Context: an optimization exercise on an open-source flow, tuned for small area, a short achievable clock period and few clock cycles per item. The choices shown serve that exercise and are no tape-out recipe.
RTL that was checked went through simulation tests only; none was proved equivalent to the original.
No functional check of the RTL was part of runs 2 to 8.
Power is estimated from default activity; no workload was simulated.

**design.v**
```verilog
module ad5934_freq_encoder (
    input  wire        clk,
    input  wire        rst,         
    input  wire        in_valid,
    output wire        in_ready,
    input  wire [31:0] in_freq,
    input  wire [31:0] in_fclk,
    output reg         out_valid,
    output wire [23:0] out_code,
    output wire        out_err
);
    reg         busy;        
    reg  [4:0]  cnt;         
    reg         err;         
    reg  [32:0] rem;         
    reg  [23:0] qs;          
    assign in_ready = busy && (err || cnt == 5'd24);
    assign out_code = err ? 24'd0 : qs;
    assign out_err  = err;
    wire [32:0] a    = busy ? {rem[31:0], qs[23]}
                            : {1'b0, in_freq[24:0], in_fclk[31:25]};
    wire        sub  = ~busy | ~rem[32];
    wire [32:0] b    = {33{sub}} ^ {1'b0, in_fclk};
    wire [32:0] p0   = a ^ b;
    wire [32:0] g0   = (a & b) | {32'd0, p0[0] & sub};
    wire [32:0] gl [0:6];
    wire [32:0] pl [0:6];
    assign gl[0] = g0;
    assign pl[0] = p0;
    genvar l, i;
    generate
        for (l = 0; l < 6; l = l + 1) begin : lvl
            for (i = 0; i < 33; i = i + 1) begin : bitl
                if ((i >> l) & 1) begin : comb
                    localparam integer J = ((i >> l) << l) - 1;
                    assign gl[l+1][i] = gl[l][i] | (pl[l][i] & gl[l][J]);
                    assign pl[l+1][i] = pl[l][i] & pl[l][J];
                end else begin : pass
                    assign gl[l+1][i] = gl[l][i];
                    assign pl[l+1][i] = pl[l][i];
                end
            end
        end
    endgenerate
    wire [32:0] sum  = p0 ^ {gl[6][31:0], sub};
    wire        qbit = ~sum[32];
    always @(posedge clk) begin
        rem <= sum;
        if (!busy) begin
            qs  <= in_fclk[24:1];
            err <= (|in_freq[31:25]) | qbit;
            cnt <= 5'd1;
        end else begin
            qs  <= {qs[22:0], qbit};
            cnt <= cnt + 5'd1;
        end
        if (rst) begin
            busy      <= 1'b0;
            out_valid <= 1'b0;
        end else begin
            out_valid <= in_ready && in_valid;
            if (!busy)
                busy <= in_valid;
            else if (in_ready && in_valid)
                busy <= 1'b0;
        end
    end
endmodule
```
**flow/run.sh**
```bash
#!/bin/bash
# The standard layout (the standard.sh: standard synthesis, floorplan,
# placement, CTS, routing), with the port buffers that placement inserts on
# every input and output made plain sky130 buffers instead of the default
# delay-buffer cell. Each tool's output is kept in its own log here.
set -euo pipefail
export BUFFER_PORTS_ARGS="-buffer_cell sky130_fd_sc_hd__buf_1"
bash standard.sh > standard_make.log 2>&1
```
**standard.sh**
```bash
#!/bin/bash
# synth_recipe.tcl (not shown) runs the flow's synth.tcl, then flattens the netlist and writes it again
# the make line also repeats each setting of config.mk as NAME=value (left out here)
make -C /OpenROAD-flow-scripts/flow DESIGN_CONFIG=/design/flow/config.mk WORK_HOME=/design/flow/orfs CLKGATE_MAP_FILE= SYNTH_SCRIPT=/design/flow/synth_recipe.tcl "${@:-finish}"
```
**config.mk**
```make
export PLATFORM = sky130hd
export DESIGN_NAME = ad5934_freq_encoder
export DESIGN_NICKNAME = ad5934_freq_encoder
export VERILOG_FILES = /design/flow/design.v
export SDC_FILE = /design/flow/constraint.sdc
export NUM_CORES = 4
export LEC_CHECK = 0
export CAP_MARGIN = 20
export CORE_MARGIN = 2
export CORE_UTILIZATION = 60
export CTS_BUF_LIST = sky130_fd_sc_hd__clkbuf_4 sky130_fd_sc_hd__clkbuf_8
export PLACE_DENSITY = 0.75
export SETUP_SLACK_MARGIN = 1.5
export SLEW_MARGIN = 20
```
**constraint.sdc**
```tcl
create_clock -name core_clock -period 5.0 [get_ports {clk}]
set_input_delay 1.0000 -clock core_clock [delete_from_list [all_inputs] [get_ports {clk}]]
set_output_delay 1.0000 -clock core_clock [all_outputs]
set_load 0.01 [all_outputs]
```
==> results.sh, run 1 <==
export IMPL_arrival_ns=3.47
export IMPL_grt_pass1_vias=3058
export IMPL_worstHoldStart="cnt[0]$_SDFF_PN1_"
export IMPL_viasPerCell=5.37
export IMPL_powerDensity_mw_per_mm2=483
export IMPL_syn_avg_cell_area_sq_um=10.1
export IMPL_rsz0062_at_grt="false"
export IMPL_synth_edf_count=1
export IMPL_end_kind="flip-flop"
export IMPL_nets=590
export IMPL_areaGrowthSynthToFinish_pct=16.0
export IMPL_cts_clk_slew_worst_paths_ns=0.07
export IMPL_io_buffers=93
export IMPL_ir_drop_mv=0.285
export IMPL_synth_simple_area_share_pct=9.35
export IMPL_timing_setup_tns_ns=0
export IMPL_grt_max_degree=64
export IMPL_hold_violations=0
export IMPL_yosys_warnings=1
export IMPL_r2r_end="rem[26]$_DFF_P_"
export IMPL_cts_tree="built"
export IMPL_cp_start_kind="flip-flop"
export IMPL_synth_top_family_by_area="multiplexers"
export IMPL_ys_ff_latch=65
export IMPL_yosysTopAreaCell="dfxtp_1"
export IMPL_cts_path_max_buffers=2
export IMPL_synth_mux_area_share_pct=15.9
export IMPL_finalWirelength_um=7960
export IMPL_ys_top_cells_by_area="dfxtp_1, mux2_2, xor2_1, ha_1, nor2b_1"
export IMPL_grt_pass1_wl_um=13500
export IMPL_min_to="cnt[0]$_SDFF_PN1_"
export IMPL_synth_cell_types=51
export IMPL_synthAdderAreaFrac_pct=12.7
export IMPL_hold_path_class="flip-flop to flip-flop"
export IMPL_synthCells=392
export IMPL_drc=0
export IMPL_cp_required_ns=5.21
export IMPL_gp_congestion=0.808
export IMPL_synth_xor_area_share_pct=14.0
export IMPL_die_w_um=85.1
export IMPL_fp_dieH_um=85.1
export IMPL_wl_per_cell_um=14.0
export IMPL_ys_seq_area_share_pct=33.2
export IMPL_dr_pass1_iters=4
export IMPL_dp_cells=552
export IMPL_synth_fp_nets=496
export IMPL_reg2reg_from="busy$_SDFF_PP0_"
export IMPL_status="no timing/DRC/antenna violations"
export IMPL_async_flop_share_pct=0
export IMPL_drv_slew=0
export IMPL_num_vias=3051
export IMPL_diodes=0
export IMPL_fin_crit_ns=3.26
export IMPL_maxCapViolCount=0
export IMPL_synthFlopType="dfxtp_1"
export IMPL_grt_ovfl_total=0
export IMPL_cts_root_buf="clkbuf_8"
export IMPL_final_layout_size_suffix_gt1_share_pct=17.1
export IMPL_fp_dieArea_sq_mm=0.00724
export IMPL_setup_violations=0
export IMPL_htree_levels=3
export IMPL_layout_cells_non_filler=568
export IMPL_fin_skew_ns=0.00768
export IMPL_syn_cell_area_sq_mm=0.00395
export IMPL_synth_compound_area_share_pct=11.0
export IMPL_rows=29
export IMPL_core_sq_mm=0.00635
export IMPL_worstPathMaxFanout=63
export IMPL_cts_buffers=9
export IMPL_ant_nets=0
export IMPL_critPathKind="flip-flop to flip-flop"
export IMPL_boundaryPins=94
export IMPL_antenna_found_initial=0
export IMPL_r2r_cells=10
export IMPL_reg2reg_slack_ns=1.74
export IMPL_yosysTopAreaCellShare_pct=32.5
export IMPL_worstMarginPinSlew_ns=0.983
export IMPL_p_leak_nw=1.86
export IMPL_slew_headroom_pct=34.5
export IMPL_final_core_util_pct=72.1
export IMPL_clkLatencyLatePin_ns=0.34
export IMPL_max_freq_mhz=307
export IMPL_cts_sinks=65
export IMPL_start_util_pct=62.1
export IMPL_dp_hpwl_um=5910
export IMPL_holdPathStages=1
export IMPL_fin_crit_sh_pct=65.2
export IMPL_grt_usage_pct=23.3
export IMPL_drt_iter0_drc=74
power by group:
part | internal [W] | switching (W) | leakage [nW]
registers | 0.000701 | 0.0000582 | 0.546
logic | 0.000466 | 0.000526 | 1.21
clock network | 0.000267 | 0.000193 | 0.110
total | 0.00143 | 0.000778 | 1.86
cells by family after synthesis:
group / count (synthesis)
AND/OR/NAND/NOR: 68
AO/OA/AOI/OAI: 63
flip-flops: 65
XOR/XNOR: 63
multiplexers: 56
adder cells (fa/ha/maj): 37
buffers and inverters: 40
area by class of cell:
cell class                      instances  area (sq um)
Clock buffer                           13           166
Inverter                               28           105
Tap cell                               77          96.3
Sequential cell                        65          1310
Timing Repair Buffer                   95           372
Clock inverter                          3          40.0
Fill cell                             511          1770
Multi-Input combinational cell        287          2490
registers in the layout (all words and copies together) (netlist names):
register / count
out_valid: 1
busy: 1
cnt: 5
rem: 33
err: 1
qs: 24
Yosys cell counts (all sizes together), types with 2 or more instances:
| cell | number |
|---|---|
| xnor2 | 17 |
| and4 | 2 |
| a31oi | 3 |
| and2 | 2 |
| o211ai | 2 |
| nor4 | 2 |
| a21o | 3 |
| o21bai | 6 |
| o31ai | 2 |
| clkbuf | 9 |
| nand2 | 14 |
| o21ai | 10 |
| nand3 | 3 |
| inv | 28 |
| a21oi | 21 |
| dfxtp | 64 |
| mux2i | 3 |
| fa | 5 |
| xor2 | 46 |
| nor2b | 26 |
| buf | 3 |
| nor2 | 12 |
| nand4 | 2 |
| ha | 32 |
| mux2 | 53 |
| a211oi | 3 |
metal layers:
| metal | vias to the layer above | wire [um] | track usage, % |
|---|---|---|---|
| met1 | 1437 | 3500 | 28.0 |
| met5 | - | 0 | 0 |
| li1 | 1538 | - | - |
| met2 | 68 | 4020 | 40.8 |
| met4 | 0 | 67 | 6.78 |
| met3 | 8 | 368 | 5.93 |
how the worst max path moves through the flow:
stage | end | cells past startpoint | slack, ns | startpoint
6_report | rem[26]$_DFF_P_ | 10 | 1.74 | busy$_SDFF_PP0_
5_1_grt | rem[26]$_DFF_P_ | 10 | 1.50 | busy$_SDFF_PP0_
4_1_cts | rem[15]$_DFF_P_ | 10 | 1.66 | busy$_SDFF_PP0_
3_5_place_dp | rem[15]$_DFF_P_ | 12 | 1.47 | in_fclk[0]
3_3_place_gp | rem[15]$_DFF_P_ | 12 | 1.52 | in_fclk[0]
2_1_floorplan | rem[15]$_DFF_P_ | 11 | 1.80 | busy$_SDFF_PP0_
stage by stage:
stage	power [W]	hold slack (ns)	instance area (sq um)	setup slack [ns]
after floorplan	0.00154	0.397	3950	1.80
after global placement	0.00171	0.413	4360	1.52
after detailed placement	0.00175	0.419	4360	1.47
after CTS	0.00223	0.437	4570	1.66
after global routing	0.00239	0.451	4580	1.50
final	0.00221	0.436	4580	1.74
critical path, stage by stage, from the launching register on:
cell and delay [ns]:
dfxtp_2 0.36, buf_8 0.37, mux2_2 0.41, fa_1 0.48
a211oi_1 0.33, o211ai_1 0.15, nand4b_1 0.15, nand2_2 0.13
a31oi_2 0.39, o21ai_0 0.19, xor2_1 0.16
layout by cell type, fill, tap and decap left out, types with 2 or more instances in the layout:
master,Yosys,layout
buf_1,2,93
dfxtp_1,64,63
mux2_2,53,53
xor2_1,46,46
ha_1,32,32
inv_1,28,28
nor2b_1,26,26
a21oi_1,18,18
xnor2_1,17,17
nor2_1,12,12
nand2_1,13,12
clkbuf_8,0,11
o21ai_0,9,9
o21bai_1,6,6
fa_1,5,5
mux2i_1,3,3
a211oi_1,3,3
a21oi_2,3,3
nand3_1,3,3
nand2_2,1,2
a21o_1,2,2
o211ai_1,2,2
and4_1,2,2
nor4_1,2,2
nand4_1,2,2
a31oi_1,2,2
o31ai_1,2,2
and2_1,2,2
clkbuf_4,0,2
clkinv_2,0,2
what timing repair did:
| item | CTS | global route |
|---|---|---|
| setup endpoints to repair | 2 | 4 |
| setup buffers | 0 | 0 |
| resized for setup | 1 | 2 |
| hold buffers | 0 | 0 |
Testbench counts, summed over its fixed seeds: cycles 46,148, items 2,048.
==> run 2: changes to the inputs <==
--- a/design.v
+++ b/design.v
@@ -16,5 +16,5 @@
     reg  [23:0] qs;          
     assign in_ready = busy && (err || cnt == 5'd24);
-    assign out_code = err ? 24'd0 : qs;
+    assign out_code = qs;
     assign out_err  = err;
     wire [32:0] a    = busy ? {rem[31:0], qs[23]}
@@ -52,5 +52,5 @@
             cnt <= 5'd1;
         end else begin
-            qs  <= {qs[22:0], qbit};
+            qs  <= err ? 24'd0 : {qs[22:0], qbit};
             cnt <= cnt + 5'd1;
         end
--- a/config.mk
+++ b/config.mk
@@ -8,7 +8,7 @@
 export CAP_MARGIN = 20
 export CORE_MARGIN = 2
-export CORE_UTILIZATION = 60
+export CORE_UTILIZATION = 40
 export CTS_BUF_LIST = sky130_fd_sc_hd__clkbuf_4 sky130_fd_sc_hd__clkbuf_8
-export PLACE_DENSITY = 0.75
+export PLACE_DENSITY = 0.6
 export SETUP_SLACK_MARGIN = 1.5
 export SLEW_MARGIN = 20
==> run 2 against run 1 <==
Net effect: die area increased by 44%; count of clock-buffer cells in the layout is 3 lower; area after synthesis shrank 2.1%; via count rose by 1.1%; first-iteration DRC count rose by 15%; clock skew increased by 0.0046 ns; still clean on timing, DRC and antenna; core utilization fell by 21 points; hold slack worse by 0.0052 ns; combinational power increased by 4%; highest routed layer unchanged.
==> results.sh, run 2 <==
export IMPL_yosys_warnings=1
export IMPL_max_freq_mhz=299
export IMPL_final_core_util_pct=51.0
export IMPL_n_fill_cell=920
export IMPL_hold_path_class="flip-flop to flip-flop"
export IMPL_fp_dieH_um=102
export IMPL_num_vias=3084
export IMPL_comb_power_share_pct=45.1
export IMPL_cp_required_ns=5.11
export IMPL_drc=0
export IMPL_reg2reg_slack_ns=1.66
export IMPL_yosysTopAreaCell="dfxtp_1"
export IMPL_grt_ovfl_total=0
export IMPL_setup_violations=0
export IMPL_worstPathMaxFanout=12
export IMPL_endpoint="err$_DFFE_PN_"
export IMPL_p_sw_w=0.000804
export IMPL_start_util_pct=41.6
export IMPL_crit_chain="nand2_4, buf_6, xor2_1, ha_4, and3_1, and2_4, a221o_1, a221o_1, a22oi_4, o21a_4, mux2_4"
export IMPL_grt_usage_pct=17.0
export IMPL_syn_cell_area_sq_mm=0.00386
export IMPL_synth_edf_count=1
export IMPL_p_leak_nw=1.98
export IMPL_final_cell_mix="buf_1, dfxtp_1, xnor2_1"
export IMPL_synthTopCellsByCount="dfxtp_1, xnor2_1, inv_1"
export IMPL_ant_nets=0
export IMPL_diodes=0
export IMPL_fin_crit_ns=3.34
export IMPL_path_common_cell="a221o_1"
export IMPL_viasPerCell=4.76
export IMPL_async_flop_share_pct=0
export IMPL_nets=618
export IMPL_synthFlopType="dfxtp_1"
export IMPL_top_regs="rem: 33 flops, qs: 24 flops, cnt: 5 flops"
export IMPL_grt_pass1_wl_um=13800
export IMPL_maxCapViolCount=0
export IMPL_cp_start_kind="flip-flop"
export IMPL_io_buffers=93
export IMPL_rows=35
export IMPL_p_clk_share_pct=22.6
export IMPL_r2r_cells=11
export IMPL_hold_buffers=0
export IMPL_synth_cell_types=58
export IMPL_critPathKind="flip-flop to flip-flop"
export IMPL_clkLatencyLatePin_ns=0.35
export IMPL_grt_pass1_vias=2923
export IMPL_htree_levels=3
export IMPL_fp_dieArea_sq_mm=0.0105
export IMPL_seqCellArea_sq_mm=0.00132
export IMPL_layout_commonest_cell="buf_1"
export IMPL_ys_ff_latch=65
export IMPL_gp_congestion=0.781
export IMPL_internal_power_w=0.00149
export IMPL_grt_max_degree=64
export IMPL_powerDensity_mw_per_mm2=484
export IMPL_die_w_um=102
export IMPL_yosysMostFrequentCell="dfxtp_1"
export IMPL_crit_slowest_cell="dfxtp_4"
export IMPL_p_seq_share_pct=32.3
export IMPL_drt_iter0_drc=85
export IMPL_arrival_ns=3.45
export IMPL_layout_cells_non_filler=648
export IMPL_cts_root_buf="clkbuf_8"
export IMPL_syn_avg_cell_area_sq_um=9.33
export IMPL_timing_setup_tns_ns=0
export IMPL_rsz0062_at_grt="true"
export IMPL_reg2reg_from="busy$_SDFF_PP0_"
export IMPL_status="no timing/DRC/antenna violations"
export IMPL_yosysTopAreaCellShare_pct=33.2
export IMPL_finalWirelength_um=8790
export IMPL_end_kind="flip-flop"
export IMPL_final_layout_size_suffix_gt1_share_pct=13.5
export IMPL_regMostFlops="rem"
export IMPL_slew_headroom_pct=69.0
export IMPL_antenna_found_initial=0
export IMPL_netSwitchingFraction_pct=35.1
export IMPL_slowest_delay_ns=0.40
export IMPL_ys_top_cells_by_area="dfxtp_1, ha_1, xnor2_1, mux2_2, xor2_1"
export IMPL_dp_cells=628
export IMPL_core_sq_mm=0.00928
export IMPL_cts_tree="built"
export IMPL_cts_path_max_buffers=2
export IMPL_worstMarginPinSlew_ns=0.462
export IMPL_r2r_end="err$_DFFE_PN_"
export IMPL_hold_violations=0
export IMPL_synth_fp_nets=518
export IMPL_ys_seq_area_share_pct=33.9
export IMPL_fin_crit_sh_pct=66.8
export IMPL_synthCells=414
export IMPL_cts_sinks=65
export IMPL_startpoint="busy$_SDFF_PP0_"
export IMPL_ir_drop_mv=0.189
export IMPL_cts_buffers=9
export IMPL_areaGrowthSynthToFinish_pct=22.7
export IMPL_multi_input_area_sq_mm=0.00244
export IMPL_dp_hpwl_um=6550
export IMPL_boundaryPins=94
export IMPL_dr_pass1_iters=4
export IMPL_drv_slew=0
export IMPL_largest_reg_flops=33
export IMPL_wl_per_cell_um=13.6
export IMPL_cts_clk_slew_worst_paths_ns=0.08
export IMPL_fin_skew_ns=0.0123
run 2: cell count changes after synthesis, moves of 14 or more:
cell | before | now
mux2_2 | 53 | 29
nand2_1 | 13 | 34
nor2b_1 | 26 | 4
o21ai_0 | 9 | 23
xnor2_1 | 17 | 39
xor2_1 | 46 | 20
run 2: cell type report:
cell class / count / share of cell area, %
clock buffer: 10 / 2.90
clock inverter: 6 / 1.90
inverter: 36 / 2.85
multi-input combinational: 301 / 51.4
sequential: 65 / 27.8
tap: 129 / 3.41
timing repair buffer: 101 / 9.74
run 2: power groups by stage:
stage / clock network (W) / registers (W) / logic (W)
5_1_grt: 0.000551 / 0.000751 / 0.00118
2_1_floorplan: 0 / 0.000739 / 0.000820
4_1_cts: 0.000530 / 0.000740 / 0.00102
3_5_place_dp: 0 / 0.000749 / 0.00101
3_3_place_gp: 0 / 0.000744 / 0.00100
6_report: 0.000518 / 0.000740 / 0.00103
run 2: worst min path at each step:
| stage | start | slack [ns] | end | cells past startpoint |
|---|---|---|---|---|
| 6_report | cnt[0]$_SDFF_PN1_ | 0.43 | cnt[0]$_SDFF_PN1_ | 1 |
| 5_1_grt | cnt[0]$_SDFF_PN1_ | 0.46 | cnt[0]$_SDFF_PN1_ | 1 |
| 4_1_cts | cnt[0]$_SDFF_PN1_ | 0.43 | cnt[0]$_SDFF_PN1_ | 1 |
| 3_5_place_dp | cnt[0]$_SDFF_PN1_ | 0.42 | cnt[0]$_SDFF_PN1_ | 1 |
| 3_3_place_gp | cnt[0]$_SDFF_PN1_ | 0.41 | cnt[0]$_SDFF_PN1_ | 1 |
| 2_1_floorplan | cnt[0]$_SDFF_PN1_ | 0.40 | cnt[0]$_SDFF_PN1_ | 1 |
run 2: worst max-delay path, delay by kind of cell, from the launching register on:
kind	cells	cell delay, ns
DFF	1	0.40
and+or+nand+nor	3	0.50
buffers and inverters	1	0.22
muxes	1	0.29
xor gates and xnor gates	1	0.27
adders and majority gates	1	0.26
AOI/OAI and AO/OA	4	1.17
run 2: layer usage:
metal / GRT usage (%) / part of all wire, % / up-vias
li1: - / - / 1621
met5: 0 / 0 / -
met3: 2.94 / 4.4 / 13
met2: 25.8 / 44 / 64
met1: 24.3 / 50 / 1386
met4: 6.46 / 1.5 / 0
run 2: per-stage QoR:
| stage | setup slack [ns] | area [sq um] | hold slack [ns] | total power [W] |
|---|---|---|---|---|
| after floorplan | 1.51 | 3900 | 0.397 | 0.00156 |
| after global placement | 1.23 | 4400 | 0.408 | 0.00175 |
| after detailed placement | 1.16 | 4400 | 0.417 | 0.00176 |
| after CTS | 1.49 | 4640 | 0.433 | 0.00229 |
| after global routing | 1.49 | 4740 | 0.455 | 0.00248 |
| final | 1.66 | 4740 | 0.430 | 0.00229 |
run 2: kinds of logic after synthesis:
kind of cell	share of synthesized area, %
xor+xnor	13.4
compound gates	14.2
buf+inv	4.66
flops	33.9
fa+ha+maj	13.0
mux	9.62
simple gates	11.2
run 2: repair_timing:
| item | 4_1_cts | 5_1_grt |
|---|---|---|
| cloned | 0 | 2 |
| setup endpoints to repair | 3 | 3 |
| pin swaps | 0 | 2 |
| resized for setup | 4 | 8 |
| hold endpoints to repair | 0 | 0 |
| setup buffers | 0 | 2 |
==> run 3: changes to the inputs <==
--- a/config.mk
+++ b/config.mk
@@ -11,4 +11,4 @@
 export CTS_BUF_LIST = sky130_fd_sc_hd__clkbuf_4 sky130_fd_sc_hd__clkbuf_8
 export PLACE_DENSITY = 0.6
-export SETUP_SLACK_MARGIN = 1.5
+export SETUP_SLACK_MARGIN = 2.0
 export SLEW_MARGIN = 20
==> run 3 against run 2 <==
Net effect: synthesized cell count did not move; final cell count up 2.8%; hold slack got worse by 0.0056 ns; first-iteration DRC count increased by 8.2%; clock power shrank about 10%; maximum frequency is 6.7% higher; setup slack better by 0.21 ns; area after synthesis is the same; global-route usage up 2.2 points; largest power group unchanged; highest routed layer unchanged.
==> results.sh, run 3 <==
export IMPL_slowest_delay_ns=0.38
export IMPL_cts_buffers=9
export IMPL_grt_pass1_wl_um=15200
export IMPL_hold_buffers=0
export IMPL_synthFlopType="dfxtp_1"
export IMPL_gp_congestion=0.817
export IMPL_cp_start_kind="input pin"
export IMPL_p_leak_nw=2.18
export IMPL_grt_usage_pct=19.3
export IMPL_arrival_ns=3.23
export IMPL_viasPerCell=4.97
export IMPL_io_buffers=93
export IMPL_rows=35
export IMPL_fp_dieArea_sq_mm=0.0105
export IMPL_cts_clk_slew_worst_paths_ns=0.07
export IMPL_yosysTopAreaCellShare_pct=33.2
export IMPL_hold_violations=0
export IMPL_nets=636
export IMPL_cts_sinks=65
export IMPL_regMostFlops="rem"
export IMPL_yosysTopAreaCell="dfxtp_1"
export IMPL_ant_nets=0
export IMPL_rsz0062_at_grt="true"
export IMPL_worstMarginPinSlew_ns=0.939
export IMPL_fin_crit_ns=3.13
export IMPL_placed_area_sq_mm=0.00454
export IMPL_htree_levels=3
export IMPL_dr_pass1_iters=4
export IMPL_synthCells=414
export IMPL_synth_edf_count=1
export IMPL_ys_ff_latch=65
export IMPL_cts_path_max_buffers=2
export IMPL_clkLatencyLatePin_ns=0.35
export IMPL_ir_drop_mv=0.266
export IMPL_antenna_found_initial=0
export IMPL_grt_pass1_vias=3105
export IMPL_syn_avg_cell_area_sq_um=9.33
export IMPL_fin_crit_sh_pct=62.6
export IMPL_worstPathMaxFanout=4
export IMPL_areaGrowthSynthToFinish_pct=36.4
export IMPL_largest_reg_flops=33
export IMPL_grt_max_degree=22
export IMPL_top_regs="rem: 33 flops, qs: 24 flops, cnt: 5 flops"
export IMPL_critical_path_buf_inv_count=1
export IMPL_synth_fp_nets=518
export IMPL_critPathTopFamily="compound AO/OA/AOI/OAI gates"
export IMPL_num_vias=3309
export IMPL_async_flop_share_pct=0
export IMPL_timing_setup_tns_ns=0
export IMPL_hold_ws_ns=0.425
export IMPL_yosys_warnings=1
export IMPL_ys_top_cells_by_area="dfxtp_1, ha_1, xnor2_1, mux2_2, xor2_1"
export IMPL_maxCapViolCount=0
export IMPL_die_w_um=102
export IMPL_max_freq_mhz=319
export IMPL_cts_root_buf="clkbuf_8"
export IMPL_setup_violations=0
export IMPL_dp_hpwl_um=6770
export IMPL_n_fill_cell=845
export IMPL_start_util_pct=41.6
export IMPL_final_cell_mix="buf_1, dfxtp_1, inv_1"
export IMPL_drc=0
export IMPL_met3_wirelength_um=508
export IMPL_crit_slowest_cell="a221o_1"
export IMPL_fp_dieH_um=102
export IMPL_yosysMostFrequentCell="dfxtp_1"
export IMPL_core_sq_mm=0.00928
export IMPL_hold_path_class="flip-flop to flip-flop"
export IMPL_met2WireLength_um=4790
export IMPL_powerDensity_mw_per_mm2=481
export IMPL_status="no timing/DRC/antenna violations"
export IMPL_syn_cell_area_sq_mm=0.00386
export IMPL_critPathKind="input pin to flip-flop"
export IMPL_layout_commonest_cell="buf_1"
export IMPL_end_kind="flip-flop"
export IMPL_top_layer="met4"
export IMPL_final_area_sq_mm=0.00527
export IMPL_diodes=0
export IMPL_boundaryPins=94
export IMPL_ys_seq_area_share_pct=33.9
export IMPL_fin_skew_ns=0.00819
export IMPL_drv_slew=0
export IMPL_cts_tree="built"
export IMPL_finalWirelength_um=9960
export IMPL_slew_headroom_pct=37.2
export IMPL_synth_cell_types=58
export IMPL_wl_per_cell_um=15.0
export IMPL_drt_iter0_drc=92
export IMPL_wl_met1_um=4530
export IMPL_crit_chain="buf_1, mux2_4, ha_4, and3_4, and2_4, a221o_1, a221o_1, a22oi_4, o21a_4, mux2_4"
export IMPL_grt_ovfl_total=0
export IMPL_final_layout_size_suffix_gt1_share_pct=25.0
export IMPL_synthTopCellsByCount="dfxtp_1, xnor2_1, inv_1"
export IMPL_cp_required_ns=5.10
[run 3: cell counts after synthesis]
Identical to the previous run, type by type.
[run 3: final cells by class]
type                       instances  area (sq um)  share of cell area, %
clock inverter                     1          5.00                 0.0950
clock buffer                      15           206                   3.92
sequential                        65          1320                   25.0
multi-input combinational        303          2800                   53.2
tap                              129           161                   3.06
inverter                          36           139                   2.64
timing repair buffer             117           633                   12.0
[run 3: kinds of logic (layout without fill, tap and decap cells)]
logic type,Yosys count,count (layout),synth area share (%)
flip-flops,65,65,33.9
buffers and inverters,48,169,4.66
adder cells (fa/ha/maj),37,37,13.0
AND/OR/NAND/NOR,91,93,11.2
AO/OA/AOI/OAI,81,81,14.2
multiplexers,33,33,9.62
XOR/XNOR,59,59,13.4
[run 3: timing repair]
action,in CTS,in global routing
buffers inserted,14,6
gates resized for setup,22,36
setup endpoints to repair,40,16
pin swaps,12,14
cloned,3,1
[run 3: final timing paths]
path         cells past startpoint  slack (ns)               from                 to
max                             10        1.87        in_freq[15]      err$_DFFE_PN_
min                              1        0.42  cnt[0]$_SDFF_PN1_  cnt[0]$_SDFF_PN1_
max reg2reg                     12        1.90    busy$_SDFF_PP0_    rem[17]$_DFF_P_
min reg2reg                      1        0.42  cnt[0]$_SDFF_PN1_  cnt[0]$_SDFF_PN1_
[run 3: worst reg2reg max path, stage by stage, from the launching register on]
cell	delay [ns]
dfxtp_4	0.44
buf_12	0.18
mux2_2	0.38
ha_4	0.27
a21oi_1	0.17
o21ai_2	0.11
and2_1	0.19
o31a_1	0.29
o21ai_1	0.15
nand2b_1	0.09
a21o_1	0.18
fa_2	0.35
xor2_1	0.17
[run 3: per-stage QoR]
step	cells	setup slack, ns	util [%]	power [W]
3_5_place_dp	626	0.913	48.9	0.00186
6_report	666	1.87	56.7	0.00253
3_3_place_gp	626	1.01	48.9	0.00183
2_1_floorplan	414	1.59	-	0.00163
5_1_grt	666	1.79	56.7	0.00272
4_1_cts	659	1.86	54.2	0.00243
[run 3: power by group]
part	switching, W	total (W)	internal [W]
Combinational	0.000644	0.00131	0.000668
Clock	0.000204	0.000465	0.000261
Sequential	0.0000656	0.000758	0.000692
Total	0.000914	0.00253	0.00162
[run 3: per-layer routing]
metal | vias up | GRT usage (%)
li1 | 1659 | -
met4 | 0 | 5.85
met5 | - | 0
met2 | 93 | 31.4
met1 | 1547 | 24.9
met3 | 10 | 5.61
==> run 4: changes to the inputs <==
--- a/config.mk
+++ b/config.mk
@@ -11,4 +11,4 @@
 export CTS_BUF_LIST = sky130_fd_sc_hd__clkbuf_4 sky130_fd_sc_hd__clkbuf_8
 export PLACE_DENSITY = 0.6
-export SETUP_SLACK_MARGIN = 2.0
+export SETUP_SLACK_MARGIN = 1.9
 export SLEW_MARGIN = 20
==> run 4 against run 3 <==
Net effect: first-iteration DRC count down 17%; flip-flop and latch count unchanged; clock skew grew 0.0024 ns; maximum frequency is 1.3% lower; critical endpoint unchanged; largest power group unchanged; highest routed layer unchanged.
==> results.sh, run 4 <==
export IMPL_grt_pass1_vias=3111
export IMPL_maxCapViolCount=0
export IMPL_num_vias=3222
export IMPL_grt_use_met2_pct=30.3
export IMPL_cts_clk_slew_worst_paths_ns=0.07
export IMPL_top_usage_layer="met2"
export IMPL_viasPerCell=4.87
export IMPL_ys_top_cells_by_area="dfxtp_1, ha_1, xnor2_1, mux2_2, xor2_1"
export IMPL_largest_reg_flops=33
export IMPL_yosys_warnings=1
export IMPL_use_met1_pct=24.5
export IMPL_async_flop_share_pct=0
export IMPL_synth_fp_nets=518
export IMPL_nets=632
export IMPL_fin_crit_ns=3.17
export IMPL_start_util_pct=41.6
export IMPL_cp_start_kind="input pin"
export IMPL_ys_ff_latch=65
export IMPL_fin_crit_sh_pct=63.5
export IMPL_antenna_found_initial=0
export IMPL_layout_commonest_cell="buf_1"
export IMPL_dp_cells=626
export IMPL_setup_violations=0
export IMPL_final_cell_mix="buf_1, dfxtp_1, xnor2_1"
export IMPL_grt_pass1_wl_um=15000
export IMPL_critPathKind="input pin to flip-flop"
export IMPL_cp_required_ns=5.09
export IMPL_arrival_ns=3.27
export IMPL_final_core_util_pct=54.4
export IMPL_io_buffers=93
export IMPL_hold_buffers=0
export IMPL_cts_root_buf="clkbuf_8"
export IMPL_dp_hpwl_um=6510
export IMPL_final_layout_size_suffix_gt1_share_pct=21.6
export IMPL_synthTopCellsByCount="dfxtp_1, xnor2_1, inv_1"
export IMPL_boundaryPins=94
export IMPL_fp_dieArea_sq_mm=0.0105
export IMPL_drt_iter0_drc=76
export IMPL_htree_levels=3
export IMPL_use_met3_pct=4.31
export IMPL_areaGrowthSynthToFinish_pct=30.8
export IMPL_cts_tree="built"
export IMPL_yosysTopAreaCellShare_pct=33.2
export IMPL_regMostFlops="rem"
export IMPL_ant_nets=0
export IMPL_dr_pass1_iters=4
export IMPL_hold_violations=0
export IMPL_synthCells=414
export IMPL_top_regs="rem: 33 flops, qs: 24 flops, cnt: 5 flops"
export IMPL_gp_congestion=0.791
export IMPL_worstMarginPinSlew_ns=0.710
export IMPL_synth_cell_types=58
export IMPL_cts_buffers=9
export IMPL_cts_path_max_buffers=2
export IMPL_p_leak_nw=2.09
export IMPL_grt_usage_pct=18.6
export IMPL_core_sq_mm=0.00928
export IMPL_rows=35
export IMPL_synthFlopType="dfxtp_1"
export IMPL_cts_sinks=65
export IMPL_fin_skew_ns=0.0106
export IMPL_rsz0062_at_grt="true"
export IMPL_wl_per_cell_um=14.5
export IMPL_clkLatencyLatePin_ns=0.34
export IMPL_hold_path_class="flip-flop to flip-flop"
export IMPL_finalWirelength_um=9590
export IMPL_syn_cell_area_sq_mm=0.00386
export IMPL_worstPathMaxFanout=4
export IMPL_synth_edf_count=1
export IMPL_diodes=0
export IMPL_end_kind="flip-flop"
export IMPL_slew_headroom_pct=52.6
export IMPL_drv_slew=0
export IMPL_ir_drop_mv=0.166
export IMPL_yosysTopAreaCell="dfxtp_1"
export IMPL_yosysMostFrequentCell="dfxtp_1"
export IMPL_max_freq_mhz=315
export IMPL_grt_max_degree=32
export IMPL_grt_ovfl_total=0
export IMPL_fp_dieH_um=102
export IMPL_syn_avg_cell_area_sq_um=9.33
export IMPL_drc=0
export IMPL_status="no timing/DRC/antenna violations"
export IMPL_die_w_um=102
export IMPL_powerDensity_mw_per_mm2=470
export IMPL_layout_cells_non_filler=662
export IMPL_timing_setup_tns_ns=0
export IMPL_ys_seq_area_share_pct=33.9
==> run 4: final timing paths <==
path | start | endpoint | slack (ns) | cells after the start
worst max-delay path | in_freq[13] | err$_DFFE_PN_ | 1.83 | 10
worst min-delay path | cnt[0]$_SDFF_PN1_ | cnt[0]$_SDFF_PN1_ | 0.43 | 1
worst max register to register | busy$_SDFF_PP0_ | err$_DFFE_PN_ | 1.88 | 11
worst min register to register | cnt[0]$_SDFF_PN1_ | cnt[0]$_SDFF_PN1_ | 0.43 | 1
==> run 4: layout make-up <==
cell class              count  area (sq um)
fillers                   907          4230
multi-input cells         303          2680
flip-flops and latches     65          1320
repair buffers            113           597
well taps                 129           161
clock buffers              12           146
inverters                  36           135
clock inverters             4          20.0
==> run 4: cell families after synthesis <==
kind of cell | count (synthesis) | synth area share, %
compound gates | 81 | 14.2
simple gates | 91 | 11.2
buf+inv | 48 | 4.66
fa+ha+maj | 37 | 13.0
mux | 33 | 9.62
xor+xnor | 59 | 13.4
flops | 65 | 33.9
==> run 4: routing by layer <==
| metal | part of all wire, % | vias up |
|---|---|---|
| met1 | 49 | 1497 |
| met5 | 0 | - |
| met3 | 4.0 | 10 |
| li1 | - | 1646 |
| met2 | 46 | 69 |
| met4 | 1.4 | 0 |
==> run 4: power by group <==
group          internal (W)  leakage, nW  total [W]  switching, W
registers          0.000690        0.545   0.000750     0.0000603
clock network      0.000193       0.0942   0.000396      0.000203
logic              0.000622         1.46    0.00123      0.000606
total               0.00151         2.09    0.00237      0.000869
==> run 4: critical path: stages <==
cell,delay [ns]
buf_1,0.07
mux2_4,0.27
ha_4,0.23
and3_4,0.18
and2_4,0.13
a221o_1,0.33
a221o_1,0.39
a22oi_4,0.23
o21a_4,0.16
mux2_4,0.28
==> run 4: through the flow <==
| stage | total power (W) | worst slack [ns] | hold WS [ns] | cell area [sq um] |
|---|---|---|---|---|
| 3_3_place_gp | 0.00183 | 1.31 | 0.408 | 4540 |
| 3_5_place_dp | 0.00186 | 1.23 | 0.412 | 4540 |
| 2_1_floorplan | 0.00163 | 1.59 | 0.397 | 4060 |
| 4_1_cts | 0.00234 | 1.85 | 0.428 | 4910 |
| 6_report | 0.00237 | 1.83 | 0.430 | 5050 |
| 5_1_grt | 0.00257 | 1.78 | 0.458 | 5050 |
==> run 4: repair_timing <==
item / 4_1_cts / 5_1_grt
cloned: 3 / 2
pin swaps: 13 / 10
setup buffers: 6 / 9
endpoints found under the setup margin: 27 / 9
resized for setup: 19 / 10
==> run 5: changes to the inputs <==
--- a/config.mk
+++ b/config.mk
@@ -11,4 +11,4 @@
 export CTS_BUF_LIST = sky130_fd_sc_hd__clkbuf_4 sky130_fd_sc_hd__clkbuf_8
 export PLACE_DENSITY = 0.6
-export SETUP_SLACK_MARGIN = 1.9
+export SETUP_SLACK_MARGIN = 1.8
 export SLEW_MARGIN = 20
==> run 5 against run 4 <==
Net effect: combinational power about the same; clock skew down 0.0012 ns; global-route usage down 0.71 points; flip-flop and latch count unchanged; first-iteration DRC count down 13%; register-to-register slack worse by 0.02 ns; total power up 0.25%; non-clock buffer count down 5; final cell count down 0.91%; count of clock-buffer cells in the layout unchanged; die area unchanged; final area down 0.35%.
==> results.sh, run 5 <==
export IMPL_status="no timing/DRC/antenna violations"
export IMPL_viasPerCell=4.86
export IMPL_regMostFlops="rem"
export IMPL_cts_path_max_buffers=2
export IMPL_grt_usage_pct=17.9
export IMPL_synthCells=414
export IMPL_drv_slew=0
export IMPL_multi_input_area_sq_mm=0.00270
export IMPL_diodes=0
export IMPL_clkLatencyLatePin_ns=0.34
export IMPL_fp_dieH_um=102
export IMPL_syn_avg_cell_area_sq_um=9.33
export IMPL_final_core_util_pct=54.2
export IMPL_hold_ws_ns=0.424
export IMPL_fin_crit_ns=3.19
export IMPL_seqCellArea_sq_mm=0.00132
export IMPL_p_sw_w=0.000864
export IMPL_fp_dieArea_sq_mm=0.0105
export IMPL_netSwitchingFraction_pct=36.3
export IMPL_synth_fp_nets=518
export IMPL_synth_edf_count=1
export IMPL_dr_pass1_iters=4
export IMPL_async_flop_share_pct=0
export IMPL_timing_setup_tns_ns=0
export IMPL_start_util_pct=41.6
export IMPL_p_seq_share_pct=31.6
export IMPL_yosysTopAreaCell="dfxtp_1"
export IMPL_num_vias=3191
export IMPL_cts_buffers=9
export IMPL_cts_tree="built"
export IMPL_end_kind="flip-flop"
export IMPL_setup_violations=0
export IMPL_r2r_cells=10
export IMPL_io_buffers=93
export IMPL_ir_drop_mv=0.200
export IMPL_syn_cell_area_sq_mm=0.00386
export IMPL_synthFlopType="dfxtp_1"
export IMPL_gp_congestion=0.732
export IMPL_worstMarginPinSlew_ns=0.845
export IMPL_yosysMostFrequentCell="dfxtp_1"
export IMPL_final_layout_size_suffix_gt1_share_pct=21.6
export IMPL_largest_reg_flops=33
export IMPL_areaGrowthSynthToFinish_pct=30.4
export IMPL_ys_ff_latch=65
export IMPL_cp_required_ns=5.09
export IMPL_yosys_warnings=1
export IMPL_r2r_end="err$_DFFE_PN_"
export IMPL_p_leak_nw=2.08
export IMPL_reg2reg_from="busy$_SDFF_PP0_"
export IMPL_final_cell_mix="buf_1, dfxtp_1, inv_1"
export IMPL_dp_hpwl_um=6600
export IMPL_cts_clk_slew_worst_paths_ns=0.07
export IMPL_synth_cell_types=58
export IMPL_core_sq_mm=0.00928
export IMPL_cp_start_kind="input pin"
export IMPL_powerDensity_mw_per_mm2=473
export IMPL_boundaryPins=94
export IMPL_worstPathMaxFanout=3
export IMPL_arrival_ns=3.28
export IMPL_synthTopCellsByCount="dfxtp_1, xnor2_1, inv_1"
export IMPL_layout_commonest_cell="buf_1"
export IMPL_max_freq_mhz=314
export IMPL_setup_ws_ns=1.81
export IMPL_maxCapViolCount=0
export IMPL_yosysTopAreaCellShare_pct=33.2
export IMPL_drc=0
export IMPL_comb_power_share_pct=50.7
export IMPL_slew_headroom_pct=43.5
export IMPL_ant_nets=0
export IMPL_endpoint="err$_DFFE_PN_"
export IMPL_rows=35
export IMPL_internal_power_w=0.00152
export IMPL_grt_ovfl_total=0
export IMPL_hold_violations=0
export IMPL_n_fill_cell=916
export IMPL_p_clk_share_pct=17.7
export IMPL_wl_per_cell_um=14.2
export IMPL_grt_pass1_vias=3090
export IMPL_reg2reg_slack_ns=1.86
export IMPL_nets=626
export IMPL_drt_iter0_drc=66
export IMPL_grt_pass1_wl_um=14400
export IMPL_rsz0062_at_grt="true"
export IMPL_top_regs="rem: 33 flops, qs: 24 flops, cnt: 5 flops"
export IMPL_fin_skew_ns=0.00940
export IMPL_die_w_um=102
export IMPL_finalPower_w=0.00238
export IMPL_finalWirelength_um=9320
export IMPL_antenna_found_initial=0
export IMPL_cts_sinks=65
export IMPL_cts_root_buf="clkbuf_8"
export IMPL_grt_max_degree=32
export IMPL_htree_levels=3
export IMPL_ys_seq_area_share_pct=33.9
export IMPL_post_place_ws_ns=1.29
export IMPL_hold_path_class="flip-flop to flip-flop"
export IMPL_fin_crit_sh_pct=63.7
export IMPL_critPathKind="input pin to flip-flop"
export IMPL_startpoint="in_freq[13]"
export IMPL_ys_top_cells_by_area="dfxtp_1, ha_1, xnor2_1, mux2_2, xor2_1"
## run 5: layout make-up
class / instances / area share (%)
inverter: 36 / 2.68
sequential: 65 / 26.2
multi-input combinational: 302 / 53.5
tap: 129 / 3.20
clock inverter: 4 / 0.522
clock buffer: 12 / 3.16
timing repair buffer: 108 / 10.7
## run 5: worst min path at each step
stage / from / to / slack (ns) / cells past startpoint
after CTS: cnt[0]$_SDFF_PN1_ / cnt[0]$_SDFF_PN1_ / 0.43 / 1
after floorplan: cnt[0]$_SDFF_PN1_ / cnt[0]$_SDFF_PN1_ / 0.40 / 1
after global routing: cnt[0]$_SDFF_PN1_ / cnt[0]$_SDFF_PN1_ / 0.45 / 1
final: cnt[0]$_SDFF_PN1_ / cnt[0]$_SDFF_PN1_ / 0.42 / 1
after detailed placement: cnt[0]$_SDFF_PN1_ / cnt[0]$_SDFF_PN1_ / 0.41 / 1
after global placement: cnt[0]$_SDFF_PN1_ / cnt[0]$_SDFF_PN1_ / 0.41 / 1
## run 5: power by group through the flow
stage | combinational, W | sequential [W] | clock, W
after detailed placement | 0.00112 | 0.000748 | 0
final | 0.00121 | 0.000752 | 0.000422
after floorplan | 0.000894 | 0.000740 | 0
after global routing | 0.00134 | 0.000764 | 0.000457
after global placement | 0.00109 | 0.000745 | 0
after CTS | 0.00115 | 0.000744 | 0.000433
## run 5: timing repair
item / 4_1_cts / 5_1_grt
setup endpoints to repair: 15 / 4
setup buffers: 2 / 8
gates resized for setup: 10 / 25
hold buffers: 0 / 0
gates cloned: 2 / 1
pin swaps: 8 / 18
hold endpoints to repair: 0 / 0
## run 5: routing by layer
| metal | vias to the layer above | wire length [um] | GRT usage [%] |
|---|---|---|---|
| li1 | 1638 | - | - |
| met1 | 1472 | 4450 | 23.2 |
| met2 | 73 | 4400 | 29.8 |
| met3 | 8 | 340 | 3.01 |
| met4 | 0 | 128 | 6.77 |
| met5 | - | 0 | 0 |
## run 5: metrics by stage
step	instance area, sq um	cells
floorplan	4060	414
global placement	4550	627
detailed placement	4550	627
CTS	4850	647
global route	5040	656
finish	5040	656
## run 5: critical path, stage by stage
cell     delay (ns)
buf_1          0.07
mux2_4         0.28
ha_4           0.25
and3_4         0.16
and2_4         0.13
a221o_1        0.33
a221o_1        0.39
a22oi_4        0.20
o21a_4         0.17
mux2_4         0.29
## run 5: logic make-up after synthesis
group                    synth area share, %
AO/OA/AOI/OAI                           14.2
XOR/XNOR                                13.4
adder cells (fa/ha/maj)                 13.0
buffers and inverters                   4.66
flip-flops                              33.9
multiplexers                            9.62
AND/OR/NAND/NOR                         11.2
==> run 6: changes to the inputs <==
--- a/design.v
+++ b/design.v
@@ -15,6 +15,6 @@
     reg  [32:0] rem;         
     reg  [23:0] qs;          
-    assign in_ready = busy && (err || cnt == 5'd24);
-    assign out_code = qs;
+    assign in_ready = busy && (err || cnt == 5'd14);
+    assign out_code = err ? 24'd0 : qs;
     assign out_err  = err;
     wire [32:0] a    = busy ? {rem[31:0], qs[23]}
@@ -52,6 +52,6 @@
             cnt <= 5'd1;
         end else begin
-            qs  <= err ? 24'd0 : {qs[22:0], qbit};
-            cnt <= cnt + 5'd1;
+            qs  <= {qs[22:0], qbit};
+            cnt <= {cnt[3:0], cnt[4] ^ cnt[2]};
         end
         if (rst) begin
==> run 6 against run 5 <==
Net effect: largest cell class unchanged; highest routed layer unchanged; via count decreased by 4.3%; register-to-register slack about the same; combinational power decreased by 11%; setup slack improved by 0.011 ns; sequential share of layout area increased by 0.93 points.
==> results.sh, run 6 <==
export IMPL_placed_area_sq_mm=0.00443
export IMPL_antenna_found_initial=0
export IMPL_reg2reg_slack_ns=1.87
export IMPL_synthCells=386
export IMPL_yosys_warnings=1
export IMPL_gp_congestion=0.779
export IMPL_rsz0062_at_grt="true"
export IMPL_core_sq_mm=0.00964
export IMPL_final_layout_size_suffix_gt1_share_pct=21.2
export IMPL_fin_crit_sh_pct=63.5
export IMPL_hold_violations=0
export IMPL_syn_avg_cell_area_sq_um=10.1
export IMPL_ir_drop_mv=0.156
export IMPL_io_buffers=93
export IMPL_finalWirelength_um=8980
export IMPL_start_util_pct=40.6
export IMPL_cts_buffers=9
export IMPL_cp_start_kind="input pin"
export IMPL_num_vias=3053
export IMPL_dr_pass1_iters=4
export IMPL_yosysMostFrequentCell="dfxtp_1"
export IMPL_clkLatencyLatePin_ns=0.34
export IMPL_cts_clk_slew_worst_paths_ns=0.06
export IMPL_top_layer="met4"
export IMPL_met3_wirelength_um=446
export IMPL_end_kind="flip-flop"
export IMPL_drv_slew=0
export IMPL_synth_cell_types=45
export IMPL_fp_dieH_um=103
export IMPL_cp_required_ns=5.26
export IMPL_synth_edf_count=1
export IMPL_hold_path_class="flip-flop to flip-flop"
export IMPL_met2WireLength_um=4130
export IMPL_cts_tree="built"
export IMPL_rows=36
export IMPL_wl_per_cell_um=14.4
export IMPL_boundaryPins=94
export IMPL_crit_chain="buf_1, mux2_4, ha_4, o211ai_1, o211ai_1, nand4_1, a211oi_4, o211ai_1, buf_4, and4_1, a211oi_2"
export IMPL_drt_iter0_drc=59
export IMPL_wl_met1_um=4290
export IMPL_final_cell_mix="buf_1, dfxtp_1, mux2_2"
export IMPL_areaGrowthSynthToFinish_pct=23.9
export IMPL_ys_ff_latch=65
export IMPL_top_regs="rem: 33 flops, qs: 24 flops, cnt: 5 flops"
export IMPL_r2r_end="qs[0]$_DFF_P_"
export IMPL_startpoint="in_fclk[28]"
export IMPL_arrival_ns=3.43
export IMPL_slowest_delay_ns=0.34
export IMPL_final_area_sq_mm=0.00485
export IMPL_worstMarginPinSlew_ns=0.993
export IMPL_grt_usage_pct=17.6
export IMPL_fp_dieArea_sq_mm=0.0106
export IMPL_grt_pass1_wl_um=14200
export IMPL_nets=590
export IMPL_slew_headroom_pct=33.8
export IMPL_diodes=0
export IMPL_largest_reg_flops=33
export IMPL_worstPathMaxFanout=4
export IMPL_grt_pass1_vias=2953
export IMPL_synth_fp_nets=488
export IMPL_max_freq_mhz=315
export IMPL_setup_violations=0
export IMPL_synthFlopType="dfxtp_1"
export IMPL_ant_nets=0
export IMPL_async_flop_share_pct=0
export IMPL_powerDensity_mw_per_mm2=460
export IMPL_grt_ovfl_total=0
export IMPL_dp_hpwl_um=6220
export IMPL_cts_path_max_buffers=2
export IMPL_ys_seq_area_share_pct=33.5
export IMPL_drc=0
export IMPL_endpoint="qs[0]$_DFF_P_"
export IMPL_r2r_cells=10
export IMPL_yosysTopAreaCellShare_pct=32.7
export IMPL_critPathKind="input pin to flip-flop"
export IMPL_yosysTopAreaCell="dfxtp_1"
export IMPL_path_common_cell="o211ai_1"
export IMPL_crit_slowest_cell="a211oi_4"
export IMPL_synthTopCellsByCount="dfxtp_1, mux2_2, xor2_1"
export IMPL_syn_cell_area_sq_mm=0.00392
export IMPL_regMostFlops="rem"
export IMPL_htree_levels=3
export IMPL_grt_max_degree=36
export IMPL_p_leak_nw=1.91
export IMPL_reg2reg_from="busy$_SDFF_PP0_"
export IMPL_status="no timing/DRC/antenna violations"
export IMPL_cts_root_buf="clkbuf_8"
export IMPL_layout_commonest_cell="buf_1"
export IMPL_fin_crit_ns=3.18
export IMPL_cts_sinks=65
export IMPL_viasPerCell=4.90
export IMPL_hold_buffers=0
export IMPL_fin_skew_ns=0.00724
export IMPL_ys_top_cells_by_area="dfxtp_1, mux2_2, xor2_1, ha_1, nor2b_1"
export IMPL_die_w_um=103
export IMPL_maxCapViolCount=0
export IMPL_timing_setup_tns_ns=0
## run 6: changes by cell type after synthesis, sizes merged, moves of 10 or more
cell / before / now
xnor2: 39 / 16
nand2: 34 / 12
nor2: 22 / 12
xor2: 20 / 44
inv: 35 / 16
nor2b: 4 / 26
mux2: 30 / 52
o21ai: 23 / 10
## run 6: power by group
part / switching, W / total [W] / internal, W
Combinational: 0.000550 / 0.00108 / 0.000529
Clock: 0.000198 / 0.000393 / 0.000196
Sequential: 0.0000610 / 0.000760 / 0.000699
## run 6: kinds of logic (layout without fill, tap and decap cells)
kind of cell	count (synthesis)	count (layout)	synth area share (%)
DFF	65	65	33.5
and+or+nand+nor	77	77	11.0
adders and majority gates	35	35	12.1
AOI/OAI and AO/OA	64	64	11.2
muxes	56	56	16.0
buffers and inverters	29	133	2.78
xor gates and xnor gates	60	60	13.4
## run 6: per-stage QoR
step | setup slack [ns] | total power, W | hold WS, ns | std cells | util [%]
after floorplan | 1.79 | 0.00155 | 0.426 | 386 | -
after global placement | 1.34 | 0.00174 | 0.440 | 600 | 46.0
after detailed placement | 1.29 | 0.00175 | 0.453 | 600 | 46.0
after CTS | 1.83 | 0.00218 | 0.469 | 616 | 48.7
after global routing | 1.72 | 0.00242 | 0.491 | 623 | 50.4
final | 1.82 | 0.00223 | 0.464 | 623 | 50.4
## run 6: cell type report
class / instances / area [sq um]
clock buffer: 12 / 153
clock inverter: 1 / 5.00
fill: 935 / 4790
inverter: 16 / 60.1
multi-input combinational: 292 / 2650
sequential: 65 / 1320
tap: 133 / 166
timing repair buffer: 104 / 505
## run 6: what timing repair did
item | CTS | global route
setup buffers | 1 | 7
gates resized for setup | 8 | 23
setup endpoints to repair | 25 | 12
pin swaps | 1 | 11
gates cloned | 2 | 0
## run 6: worst min path at each step
stage                                  from                end  slack, ns  cells past startpoint
after global placement    cnt[0]$_SDFF_PN1_  cnt[1]$_SDFF_PN0_       0.44                      1
after detailed placement  cnt[3]$_SDFF_PN0_  cnt[4]$_SDFF_PN0_       0.45                      1
after floorplan           cnt[0]$_SDFF_PN1_  cnt[1]$_SDFF_PN0_       0.43                      1
final                     cnt[3]$_SDFF_PN0_  cnt[4]$_SDFF_PN0_       0.46                      1
after global routing         qs[13]$_DFF_P_     qs[14]$_DFF_P_       0.49                      1
after CTS                 cnt[3]$_SDFF_PN0_  cnt[4]$_SDFF_PN0_       0.47                      1
## run 6: worst max-delay path, delay by kind of cell
kind | cells | cell delay (ns)
AOI/OAI and AO/OA | 5 | 1.08
adders and majority gates | 1 | 0.28
buffers and inverters | 2 | 0.29
muxes | 1 | 0.30
and+or+nand+nor | 2 | 0.48
## run 6: layer usage
metal	GRT usage, %	vias to the layer above
met1	23.7	1430
met4	5.77	0
met2	27.8	66
li1	-	1549
met5	0	-
met3	4.14	8
==> run 7: changes to the inputs <==
--- a/design.v
+++ b/design.v
@@ -15,5 +15,5 @@
     reg  [32:0] rem;         
     reg  [23:0] qs;          
-    assign in_ready = busy && (err || cnt == 5'd14);
+    assign in_ready = busy && (err || cnt == 5'd24);
     assign out_code = err ? 24'd0 : qs;
     assign out_err  = err;
@@ -22,6 +22,37 @@
     wire        sub  = ~busy | ~rem[32];
     wire [32:0] b    = {33{sub}} ^ {1'b0, in_fclk};
+    wire [32:0] sum;
+    ad5934_freq_encoder_add33 add (.a(a), .b(b), .cin(sub), .sum(sum));
+    wire        qbit = ~sum[32];
+    always @(posedge clk) begin
+        rem <= sum;
+        if (!busy) begin
+            qs  <= in_fclk[24:1];
+            err <= (|in_freq[31:25]) | qbit;
+            cnt <= 5'd1;
+        end else begin
+            qs  <= {qs[22:0], qbit};
+            cnt <= cnt + 5'd1;
+        end
+        if (rst) begin
+            busy      <= 1'b0;
+            out_valid <= 1'b0;
+        end else begin
+            out_valid <= in_ready && in_valid;
+            if (!busy)
+                busy <= in_valid;
+            else if (in_ready && in_valid)
+                busy <= 1'b0;
+        end
+    end
+endmodule
+module ad5934_freq_encoder_add33 (
+    input  wire [32:0] a,
+    input  wire [32:0] b,
+    input  wire        cin,
+    output wire [32:0] sum
+);
     wire [32:0] p0   = a ^ b;
-    wire [32:0] g0   = (a & b) | {32'd0, p0[0] & sub};
+    wire [32:0] g0   = (a & b) | {32'd0, p0[0] & cin};
     wire [32:0] gl [0:6];
     wire [32:0] pl [0:6];
@@ -43,26 +74,4 @@
         end
     endgenerate
-    wire [32:0] sum  = p0 ^ {gl[6][31:0], sub};
-    wire        qbit = ~sum[32];
-    always @(posedge clk) begin
-        rem <= sum;
-        if (!busy) begin
-            qs  <= in_fclk[24:1];
-            err <= (|in_freq[31:25]) | qbit;
-            cnt <= 5'd1;
-        end else begin
-            qs  <= {qs[22:0], qbit};
-            cnt <= {cnt[3:0], cnt[4] ^ cnt[2]};
-        end
-        if (rst) begin
-            busy      <= 1'b0;
-            out_valid <= 1'b0;
-        end else begin
-            out_valid <= in_ready && in_valid;
-            if (!busy)
-                busy <= in_valid;
-            else if (in_ready && in_valid)
-                busy <= 1'b0;
-        end
-    end
+    assign sum = p0 ^ {gl[6][31:0], cin};
 endmodule
--- a/config.mk
+++ b/config.mk
@@ -13,2 +13,3 @@
 export SETUP_SLACK_MARGIN = 1.8
 export SLEW_MARGIN = 20
+export SYNTH_HIERARCHICAL = 1
==> run 7 against run 6 <==
Net effect: maximum frequency decreased by 7.7%; largest power group unchanged; sequential power increased by 0.5%; clock skew increased by 0.0084 ns; still clean; critical path type unchanged; first-iteration DRC count increased by 20%; global-route usage decreased by 0.48 points; flip-flop and latch count unchanged; non-clock buffer count increased by 10.
==> results.sh, run 7 <==
export IMPL_synthCells=384
export IMPL_layout_commonest_cell="buf_1"
export IMPL_worstPathMaxFanout=3
export IMPL_end_kind="flip-flop"
export IMPL_grt_max_degree=27
export IMPL_startpoint="in_fclk[25]"
export IMPL_cts_path_max_buffers=2
export IMPL_drc=0
export IMPL_cts_root_buf="clkbuf_8"
export IMPL_maxCapViolCount=0
export IMPL_synth_compound_area_share_pct=8.24
export IMPL_async_flop_share_pct=0
export IMPL_syn_avg_cell_area_sq_um=11.1
export IMPL_p_leak_nw=2.32
export IMPL_start_util_pct=41.3
export IMPL_hold_ws_ns=0.432
export IMPL_critPathKind="input pin to flip-flop"
export IMPL_hold_path_class="flip-flop to flip-flop"
export IMPL_status="no timing/DRC/antenna violations"
export IMPL_finalWirelength_um=9050
export IMPL_diodes=0
export IMPL_io_buffers=93
export IMPL_final_area_sq_mm=0.00519
export IMPL_ant_nets=0
export IMPL_core_sq_mm=0.0103
export IMPL_areaGrowthSynthToFinish_pct=21.6
export IMPL_regMostFlops="rem"
export IMPL_yosys_warnings=8
export IMPL_dr_pass1_iters=4
export IMPL_ir_drop_mv=0.194
export IMPL_htree_levels=3
export IMPL_drt_iter0_drc=71
export IMPL_fp_dieArea_sq_mm=0.0115
export IMPL_yosysMostFrequentCell="dfxtp_1"
export IMPL_synth_fp_nets=489
export IMPL_cp_required_ns=5.11
export IMPL_slew_headroom_pct=38.6
export IMPL_cts_sinks=65
export IMPL_grt_pass1_vias=3161
export IMPL_synth_edf_count=1
export IMPL_die_w_um=107
export IMPL_largest_reg_flops=33
export IMPL_gp_congestion=0.815
export IMPL_fin_crit_ns=3.44
export IMPL_slowest_delay_ns=0.33
export IMPL_num_vias=3036
export IMPL_max_freq_mhz=291
export IMPL_powerDensity_mw_per_mm2=450
export IMPL_synth_simple_area_share_pct=11.0
export IMPL_synthFlopType="dfxtp_1"
export IMPL_yosysTopAreaCellShare_pct=30.0
export IMPL_synth_top_family_by_area="multiplexers"
export IMPL_clkLatencyLatePin_ns=0.35
export IMPL_synth_xor_area_share_pct=12.1
export IMPL_syn_cell_area_sq_mm=0.00427
export IMPL_dp_hpwl_um=6130
export IMPL_ys_top_cells_by_area="dfxtp_1, mux2_4, ha_1, xor2_1, xnor2_1"
export IMPL_nets=603
export IMPL_final_layout_size_suffix_gt1_share_pct=24.5
export IMPL_worstMarginPinSlew_ns=0.922
export IMPL_grt_usage_pct=17.1
export IMPL_crit_slowest_cell="fa_2"
export IMPL_cts_clk_slew_worst_paths_ns=0.08
export IMPL_top_regs="rem: 33 flops, qs: 24 flops, cnt: 5 flops"
export IMPL_rsz0062_at_grt="true"
export IMPL_crit_chain="buf_6, mux2_4, inv_4, fa_2, inv_2, fa_2, a21o_1, and4_4, o21ai_2, nand2_2, nor2_4, o31ai_4, o211ai_1, o211a_1, xnor2_2, nor4b_4, nand2_1"
export IMPL_setup_violations=0
export IMPL_drv_slew=0
export IMPL_final_cell_mix="buf_1, dfxtp_1, mux2_4"
export IMPL_arrival_ns=3.55
export IMPL_yosysTopAreaCell="dfxtp_1"
export IMPL_reg2reg_from="busy$_SDFF_PP0_"
export IMPL_timing_setup_tns_ns=0
export IMPL_cp_start_kind="input pin"
export IMPL_synth_mux_area_share_pct=19.6
export IMPL_worstHoldStart="cnt[0]$_SDFF_PN1_"
export IMPL_fp_dieH_um=107
export IMPL_path_common_cell="fa_2"
export IMPL_fin_skew_ns=0.0156
export IMPL_synthTopCellsByCount="dfxtp_1, mux2_4, xor2_1"
export IMPL_synthAdderAreaFrac_pct=12.2
export IMPL_antenna_found_initial=0
export IMPL_rows=37
export IMPL_viasPerCell=4.75
export IMPL_placed_area_sq_mm=0.00465
export IMPL_cts_buffers=9
export IMPL_grt_ovfl_total=0
export IMPL_reg2reg_slack_ns=1.61
export IMPL_ys_ff_latch=65
export IMPL_grt_pass1_wl_um=15100
export IMPL_hold_violations=0
export IMPL_ys_seq_area_share_pct=30.7
export IMPL_fin_crit_sh_pct=68.8
export IMPL_synth_cell_types=51
export IMPL_cts_tree="built"
export IMPL_wl_per_cell_um=14.2
export IMPL_boundaryPins=94
==> run 7: cell types whose count changed after synthesis, sizes merged, moves of 6 or more <==
cell	delta
nor2b	-13
and2b	+12
clkbuf	-8
inv	+8
buf	+7
o21ai	-7
a211oi	-6
==> run 7: critical path: cells and delay by family <==
family	cells	cell delay, ns
compound gates	5	0.79
xor+xnor	1	0.13
fa+ha+maj	2	0.51
buf+inv	3	0.19
mux	1	0.28
simple gates	5	0.64
==> run 7: worst paths after layout <==
check	endpoint	cells past startpoint
max	err$_DFFE_PN_	17
min	cnt[0]$_SDFF_PN1_	1
max reg2reg	err$_DFFE_PN_	18
min reg2reg	cnt[0]$_SDFF_PN1_	1
==> run 7: repair_timing <==
action                                 CTS  global route
cloned                                   3             0
buffers inserted                        12             6
gates resized for setup                  9            18
pin swaps                               16            14
hold buffers                             0             0
endpoints found under the hold margin    0             0
setup endpoints to repair               23            18
==> run 7: final cells by class <==
class                           instances  area (sq um)
Tap cell                              136           170
Inverter                               24          92.6
Clock buffer                           16           183
Fill cell                             977          5140
Sequential cell                        65          1320
Multi-Input combinational cell        284          2800
Timing Repair Buffer                  114           623
==> run 7: stage by stage <==
| step | instances | worst slack, ns | utilization [%] | power [W] |
|---|---|---|---|---|
| 2_1_floorplan | 384 | 1.29 | - | 0.00159 |
| 3_3_place_gp | 602 | 0.872 | 45.1 | 0.00174 |
| 3_5_place_dp | 602 | 0.801 | 45.1 | 0.00176 |
| 4_1_cts | 633 | 1.46 | 49.1 | 0.00228 |
| 5_1_grt | 639 | 1.37 | 50.2 | 0.00252 |
| 6_report | 639 | 1.56 | 50.2 | 0.00233 |
==> run 7: modules after synthesis (local to each module, per instance) <==
| module | flip-flops and latches | times used |
|---|---|---|
| ad5934_freq_encoder_add33 | 0 | 1 |
| ad5934_freq_encoder | 65 | 1 |
==> run 7: power breakdown <==
group | internal, W | switching, W
combinational | 0.000596 | 0.000545
clock | 0.000228 | 0.000202
sequential | 0.000702 | 0.0000613
==> run 7: cell families (layout without fill, tap and decap cells) <==
family	Yosys count	in the layout
xor gates and xnor gates	58	58
adders and majority gates	38	38
AOI/OAI and AO/OA	51	51
buffers and inverters	36	154
and+or+nand+nor	80	81
muxes	56	56
DFF	65	65
==> run 7: per-layer routing <==
metal  track usage (%)  vias to the layer above  part of all wire [%]
li1                  -                     1552                     -
met1              22.7                     1400                    49
met2              26.6                       72                    45
met3              3.03                       12                   4.2
met4              8.44                        0                   1.8
met5                 0                        -                     0
==> run 8: changes to the inputs <==
--- a/design.v
+++ b/design.v
@@ -16,5 +16,5 @@
     reg  [23:0] qs;          
     assign in_ready = busy && (err || cnt == 5'd24);
-    assign out_code = err ? 24'd0 : qs;
+    assign out_code = qs;
     assign out_err  = err;
     wire [32:0] a    = busy ? {rem[31:0], qs[23]}
@@ -32,5 +32,5 @@
             cnt <= 5'd1;
         end else begin
-            qs  <= {qs[22:0], qbit};
+            qs  <= err ? 24'd0 : {qs[22:0], qbit};
             cnt <= cnt + 5'd1;
         end
==> run 8 against run 7 <==
Net effect: final area is 7.4% lower; flip-flop and latch count stayed put; via count is 2.7% higher; largest power group unchanged; maximum frequency fell by 2.7%; critical path type unchanged; sequential share of layout area up 2.0 points; total power fell by 0.69%; still clean; critical endpoint unchanged.
==> results.sh, run 8 <==
export IMPL_dr_pass1_iters=4
export IMPL_ys_top_cells_by_area="dfxtp_1, ha_1, mux2_2, xnor2_1, xor2_1"
export IMPL_end_kind="flip-flop"
export IMPL_cp_required_ns=5.09
export IMPL_grt_usage_pct=17.9
export IMPL_ir_drop_mv=0.170
export IMPL_synthTopCellsByCount="dfxtp_1, inv_1, xnor2_1"
export IMPL_n_fill_cell=915
export IMPL_synth_edf_count=1
export IMPL_yosysTopAreaCellShare_pct=33.2
export IMPL_final_cell_mix="buf_1, dfxtp_1, inv_1"
export IMPL_drt_iter0_drc=57
export IMPL_dp_hpwl_um=6270
export IMPL_die_w_um=102
export IMPL_core_sq_mm=0.00928
export IMPL_rsz0062_at_grt="true"
export IMPL_fp_dieH_um=102
export IMPL_drc=0
export IMPL_drv_slew=0
export IMPL_rows=35
export IMPL_slowest_delay_ns=0.33
export IMPL_maxCapViolCount=0
export IMPL_fin_skew_ns=0.00596
export IMPL_powerDensity_mw_per_mm2=483
export IMPL_nets=622
export IMPL_layout_commonest_cell="buf_1"
export IMPL_timing_setup_tns_ns=0
export IMPL_wl_per_cell_um=13.6
export IMPL_clkLatencyLatePin_ns=0.34
export IMPL_largest_reg_flops=33
export IMPL_cts_clk_slew_worst_paths_ns=0.07
export IMPL_ant_nets=0
export IMPL_hold_path_class="flip-flop to flip-flop"
export IMPL_async_flop_share_pct=0
export IMPL_grt_pass1_vias=3162
export IMPL_final_core_util_pct=51.7
export IMPL_worstPathMaxFanout=2
export IMPL_crit_chain="buf_6, mux2_4, inv_2, fa_2, inv_2, fa_2, a21o_1, and4_4, o21ai_2, nand2_2, nor2_4, o31ai_4, o211ai_1, o211a_1, xnor2_2, nor4b_4, nand2_1"
export IMPL_num_vias=3117
export IMPL_boundaryPins=94
export IMPL_status="no timing/DRC/antenna violations"
export IMPL_ys_ff_latch=65
export IMPL_synthFlopType="dfxtp_1"
export IMPL_synth_cell_types=52
export IMPL_viasPerCell=4.80
export IMPL_hold_violations=0
export IMPL_yosysMostFrequentCell="dfxtp_1"
export IMPL_arrival_ns=3.63
export IMPL_finalWirelength_um=8850
## run 8: cell types whose count changed in the layout (fill, tap and decap cells not counted), sizes merged, moves of 11 or more
cell,before,now
nor2b,13,1
and2b,12,1
xor2,43,21
inv,24,47
nand2,13,32
o21ai,3,25
mux2,55,32
xnor2,15,37
## run 8: Yosys stat by module (local to each module, per instance)
module                     cell area, sq um  copies in the design  flip-flops and latches  cells
ad5934_freq_encoder                    2550                     1                      65    240
ad5934_freq_encoder_add33              1310                     1                       0    166
## run 8: layout make-up
type,count,share of cell area (%)
flip-flops and latches,65,27.4
inverters,47,3.67
well taps,129,3.36
multi-input cells,282,49.4
clock inverters,3,0.834
repair buffers,112,12.0
clock buffers,12,3.31
## run 8: cells by family after synthesis
family	count (synthesis)	synth area share (%)
AND/OR/NAND/NOR	79	10.1
AO/OA/AOI/OAI	75	12.3
buffers and inverters	59	7.61
multiplexers	32	9.33
adder cells (fa/ha/maj)	38	13.5
flip-flops	65	33.9
XOR/XNOR	58	13.2
## run 8: final timing paths
path / from / end / slack, ns / depth (start not counted)
worst min register to register: cnt[0]$_SDFF_PN1_ / cnt[0]$_SDFF_PN1_ / 0.43 / 1
worst min-delay path: cnt[0]$_SDFF_PN1_ / cnt[0]$_SDFF_PN1_ / 0.43 / 1
worst max register to register: busy$_SDFF_PP0_ / err$_DFFE_PN_ / 1.55 / 17
worst max-delay path: in_fclk[25] / err$_DFFE_PN_ / 1.46 / 17
## run 8: per-layer routing
metal / track usage [%] / wire length (um) / vias to the layer above
met5: 0 / 0 / -
met4: 8.21 / 178 / 0
met3: 3.15 / 314 / 16
met2: 29.9 / 4290 / 71
met1: 22.7 / 4070 / 1449
li1: - / - / 1581
## run 8: critical path: cells and delay by family
| kind | cells | cell delay [ns] |
|---|---|---|
| fa+ha+maj | 2 | 0.53 |
| xor+xnor | 1 | 0.14 |
| simple gates | 5 | 0.65 |
| compound gates | 5 | 0.84 |
| buf+inv | 3 | 0.19 |
| mux | 1 | 0.26 |
## run 8: repair_timing
item | 4_1_cts | 5_1_grt
cloned | 2 | 0
gates resized for setup | 13 | 12
buffers inserted | 10 | 4
pin swaps | 17 | 16
endpoints found under the setup margin | 16 | 17
## run 8: stage by stage
step,total power [W],setup WS [ns],cell area [sq um],cells
floorplan,0.00151,1.29,3880,406
global placement,0.00168,0.908,4310,619
detailed placement,0.00170,0.741,4310,619
CTS,0.00227,1.41,4710,646
global route,0.00251,1.35,4800,650
finish,0.00232,1.46,4800,650
## run 8: power breakdown
part	internal [W]	total, W	switching [W]
clock network	0.000259	0.000461	0.000202
logic	0.000564	0.00111	0.000551
registers	0.000692	0.000742	0.0000498
total	0.00152	0.00232	0.000803
